What follows belongs to an exercise in optimizing a design on an open flow for small area, a short achievable clock period and few clock cycles per item; a production flow would make more cautious choices. The RTL was checked by simulation tests, not by an equivalence proof against the original design.

==> flow/design.v <==
module yrd_luma (
    input  wire [7:0]  y,
    output wire [15:0] ly
);
    wire [16:0] s = ({9'd0, y} << 8) + ({9'd0, y} << 5) + ({9'd0, y} << 3) + ({9'd0, y} << 1);
    assign ly = s[16:1];
endmodule
module yrd_chroma (
    input  wire [7:0]  u,
    input  wire [7:0]  v,
    output wire [16:0] cr,
    output wire [16:0] cg,
    output wire [15:0] cb
);
    wire [17:0] u1 = {10'd0, u};
    wire [17:0] v1 = {10'd0, v};
    wire [17:0] r = (v1 << 8) + (v1 << 7) + (v1 << 4) + (v1 << 3) + v1 - 18'd56992;
    wire [17:0] g = 18'd34784 - (u1 << 6) - (u1 << 5) - (u1 << 2)
                              - (v1 << 7) - (v1 << 6) - (v1 << 4);
    wire [17:0] b = (u1 << 9) + (u1 << 2) - 18'd70688;
    assign cr = r[17:1];
    assign cg = g[17:1];
    assign cb = b[17:2];
endmodule
module yrd_chan (
    input  wire [15:0] ly,      
    input  wire [16:0] c,       
    output wire [7:0]  q
);
    wire [17:0] s = {2'b00, ly} + {c[16], c};
    wire [10:0] t  = s[17:7];
    assign q = t[10] ? 8'd0 : (t[9:8] != 2'b00) ? 8'd255 : t[7:0];
endmodule
module yrd_fu (
    input  wire        clk,
    input  wire        rst,
    input  wire        cmd_valid,
    output reg         cmd_ready,
    input  wire [63:0] cmd_word,
    output reg         rsp_valid,
    input  wire        rsp_ready,
    output reg  [3:0]  rsp_status,
    output reg  [63:0] rsp_result
);
    localparam [3:0] ST_OK      = 4'd0;
    localparam [3:0] ST_ILLEGAL = 4'd11;
    localparam [2:0] C_CLIP8   = 3'd0;
    localparam [2:0] C_RSHR8   = 3'd1;
    localparam [2:0] C_YUV2RGB = 3'd2;
    localparam [2:0] C_565S    = 3'd3;
    localparam [2:0] C_565P    = 3'd4;
    localparam [2:0] C_LUMA    = 3'd5;
    localparam [2:0] C_YUYV2   = 3'd6;
    wire [7:0]  op  = cmd_word[63:56];
    wire [23:0] rsv = cmd_word[55:32];
    wire [31:0] a   = cmd_word[31:0];
    wire        swap = (op[2:0] == C_YUV2RGB);
    wire        base_ok = (rsv == 24'd0) && (op[7:3] == 5'b00110) && (op[2:0] != 3'd7) &&
                          !(swap && a[31:24] != 8'd0);
    wire [31:0] a_in = swap ? {a[7:0], a[23:8], a[23:16]} : a;
    wire [35:0] p_in = {base_ok, op[2:0], a_in};
    wire adv  = !rsp_valid || rsp_ready;     
    wire fire = cmd_valid && cmd_ready;
    reg        sk_valid;
    reg [35:0] sk;
    reg        s0_valid;
    reg [35:0] s0;
    reg        s1_valid;
    always @(posedge clk) begin
        if (rst) begin
            cmd_ready <= 1'b1;
            sk_valid  <= 1'b0;
            s0_valid  <= 1'b0;
            s1_valid  <= 1'b0;
            rsp_valid <= 1'b0;
        end else begin
            cmd_ready <= adv || !(sk_valid || fire);
            if (adv) begin
                sk_valid  <= 1'b0;
                s0_valid  <= sk_valid || fire;
                s1_valid  <= s0_valid;
                rsp_valid <= s1_valid;
            end else if (fire) begin
                sk_valid  <= 1'b1;
            end
        end
    end
    always @(posedge clk) begin
        if (!sk_valid) sk <= p_in;
        if (adv)       s0 <= sk_valid ? sk : p_in;
    end
    wire        s0_ok   = s0[35];
    wire [2:0]  s0_code = s0[34:32];
    wire [31:0] s0_a    = s0[31:0];
    reg legal;
    always @(*) begin
        case (s0_code)
            C_565S, C_565P: legal = s0_ok && (s0_a[31:16] == 16'd0);
            C_LUMA:         legal = s0_ok && (s0_a[31:8] == 24'd0);
            default:        legal = s0_ok;
        endcase
    end
    wire is_yuv  = legal && (s0_code == C_YUV2RGB || s0_code == C_YUYV2);
    wire is_yuyv = legal && (s0_code == C_YUYV2);
    wire [15:0] ly0, ly1;
    wire [16:0] cr, cg;
    wire [15:0] cb;
    yrd_luma   u_ly0 (.y(s0_a[7:0]),   .ly(ly0));
    yrd_luma   u_ly1 (.y(s0_a[23:16]), .ly(ly1));
    yrd_chroma u_chr (.u(s0_a[15:8]), .v(s0_a[31:24]), .cr(cr), .cg(cg), .cb(cb));
    wire [7:0] clip_res = s0_a[31] ? 8'd0 : (s0_a[30:8] != 23'd0) ? 8'd255 : s0_a[7:0];
    wire [24:0] rshr_q = {s0_a[31], s0_a[31:8]} + {24'd0, s0_a[7]};
    function [2:0] frac31;
        input [4:0] x;
        begin
            frac31 = (x >= 5'd31) ? 3'd7 : (x >= 5'd27) ? 3'd6 : (x >= 5'd23) ? 3'd5 :
                     (x >= 5'd18) ? 3'd4 : (x >= 5'd14) ? 3'd3 : (x >= 5'd9)  ? 3'd2 :
                     (x >= 5'd5)  ? 3'd1 : 3'd0;
        end
    endfunction
    function [1:0] frac63;
        input [5:0] x;
        begin
            frac63 = (x >= 6'd63) ? 2'd3 : (x >= 6'd42) ? 2'd2 : (x >= 6'd21) ? 2'd1 : 2'd0;
        end
    endfunction
    wire [4:0] r5 = s0_a[15:11];
    wire [5:0] g6 = s0_a[10:5];
    wire [4:0] b5 = s0_a[4:0];
    wire       is_p = (s0_code == C_565P);
    wire [23:0] rgb565 = {r5, is_p ? frac31(r5) : 3'd0,
                          g6, is_p ? frac63(g6) : 2'd0,
                          b5, is_p ? frac31(b5) : 3'd0};
    reg [24:0] n_res;
    always @(*) begin
        n_res = 25'd0;
        if (legal) begin
            case (s0_code)
                C_CLIP8:        n_res = {17'd0, clip_res};
                C_RSHR8:        n_res = rshr_q;
                C_565S, C_565P: n_res = {1'b0, rgb565};
                C_LUMA:         n_res = {1'b0, s0_a[7:0], s0_a[7:0], s0_a[7:0]};
                default:        n_res = 25'd0;
            endcase
        end
    end
    reg        s1_yuv, s1_yuyv, s1_ill;
    reg [15:0] s1_f0, s1_f1;
    reg [16:0] s1_cr, s1_cg;
    reg [15:0] s1_cb;
    always @(posedge clk) begin
        if (adv) begin
            s1_yuv  <= is_yuv;
            s1_yuyv <= is_yuyv;
            s1_ill  <= !legal;
            s1_f0   <= is_yuv ? ly0 : n_res[15:0];
            s1_f1   <= is_yuv ? ly1 : {7'd0, n_res[24:16]};
            s1_cr   <= cr;
            s1_cg   <= cg;
            s1_cb   <= cb;
        end
    end
    wire [7:0] p0_r, p0_g, p0_b, p1_r, p1_g, p1_b;
    yrd_chan u_p0r (.ly(s1_f0), .c(s1_cr),         .q(p0_r));
    yrd_chan u_p0g (.ly(s1_f0), .c(s1_cg),         .q(p0_g));
    yrd_chan u_p0b (.ly(s1_f0), .c({s1_cb, 1'b0}), .q(p0_b));
    yrd_chan u_p1r (.ly(s1_f1), .c(s1_cr),         .q(p1_r));
    yrd_chan u_p1g (.ly(s1_f1), .c(s1_cg),         .q(p1_g));
    yrd_chan u_p1b (.ly(s1_f1), .c({s1_cb, 1'b0}), .q(p1_b));
    wire        sx = !s1_yuv && s1_f1[8];
    wire [23:0] lo = s1_yuv  ? {p0_r, p0_g, p0_b} : {s1_f1[7:0], s1_f0};
    wire [23:0] hi = s1_yuyv ? {p1_r, p1_g, p1_b} : {24{sx}};
    always @(posedge clk) begin
        if (adv) begin
            rsp_status <= s1_ill ? ST_ILLEGAL : ST_OK;
            rsp_result <= {{8{sx}}, hi, {8{sx}}, lo};
        end
    end
endmodule
clock: 12.0 ns
lec_check: 0
cap_margin: 20
core_margin: 2
core_utilization: 60
cts_buf_list: sky130_fd_sc_hd__clkbuf_4 sky130_fd_sc_hd__clkbuf_8
slew_margin: 20
standard.sh (not shown) runs the stock make flow with config.mk's settings and CLKGATE_MAP_FILE= SYNTH_SCRIPT=/design/flow/synth_recipe.tcl, a recipe that flattens the netlist after the stock synthesis.
==> flow/flow/run.sh <==
#!/bin/bash
# Layout: the standard flow (standard synthesis unchanged), with
#  - port buffers of a plain buffer cell instead of the default delay-buffer,
set -uo pipefail
MARGIN=$(cat flow/margin.txt 2>/dev/null || echo 8)
bash standard.sh SETUP_SLACK_MARGIN=$MARGIN \
    "BUFFER_PORTS_ARGS=-buffer_cell sky130_fd_sc_hd__buf_2" \
    finish > flow_make.log 2>&1
==> flow/flow/margin.txt <==
8
Testbench counts at the start, summed over its fixed seeds: cycles 32,024, items 32,000.
==> next run, changes <==
--- a/flow/design.v
+++ b/flow/design.v
@@ -28,6 +28,7 @@
     output wire [7:0]  q
 );
-    wire [17:0] s = {2'b00, ly} + {c[16], c};
-    wire [10:0] t  = s[17:7];
+    wire [7:0]  lo = {1'b0, ly[6:0]} + {1'b0, c[6:0]};
+    wire [11:0] hi = {2'b00, ly[15:7], 1'b1} + {c[16], c[16:7], lo[7]};
+    wire [10:0] t  = hi[11:1];
     assign q = t[10] ? 8'd0 : (t[9:8] != 2'b00) ? 8'd255 : t[7:0];
 endmodule
What happened: Maximum frequency went down by 1.8%; first-iteration DRC count decreases by 9.7%; final area rose by 3.7%; clock skew falls by 3.6 ps; utilization goes up by 2.0 points; wire length went up by 6.8%; setup slack degrades by 71 ps; worst hold slack gets better by 12 ps; area after synthesis is higher by 1.7%.
Testbench counts after the change, summed over its fixed seeds: cycles 32,024, items 32,000.

re-timing with driven ports:
Ports are ideal in the flow. The routed layouts listed here were re-timed in OpenROAD. Step 1 sets driving cells, clkbuf_16 on the clock port and buf_2 on the other inputs (assumed; they add their load-dependent delay and slew). Step 2 times the ports against the registers' clock, not the clock port: input delays grow and output delays shrink by t, the midpoint of the rising clock arrivals with the driver on. a / b / c = no drivers / after step 1 / after step 2; a / b = the first two.
run | shift t [ns] | slack for setup (ns) | worst setup path at the end | clock arrival spread, ns | cell pins on the clock port's net
the first run | 0.582 | 8.107 / 8.107 / 7.662 | input to register | 0.020 / 0.020 | 1
the second run | 0.575 | 8.036 / 8.036 / 7.596 | input to register | 0.016 / 0.016 | 1
After both steps setup and hold are still met in every run listed. For the first run, which loses most, drivers alone change the setup slack by 0.000 ns; drivers and shift together by -0.445 ns.
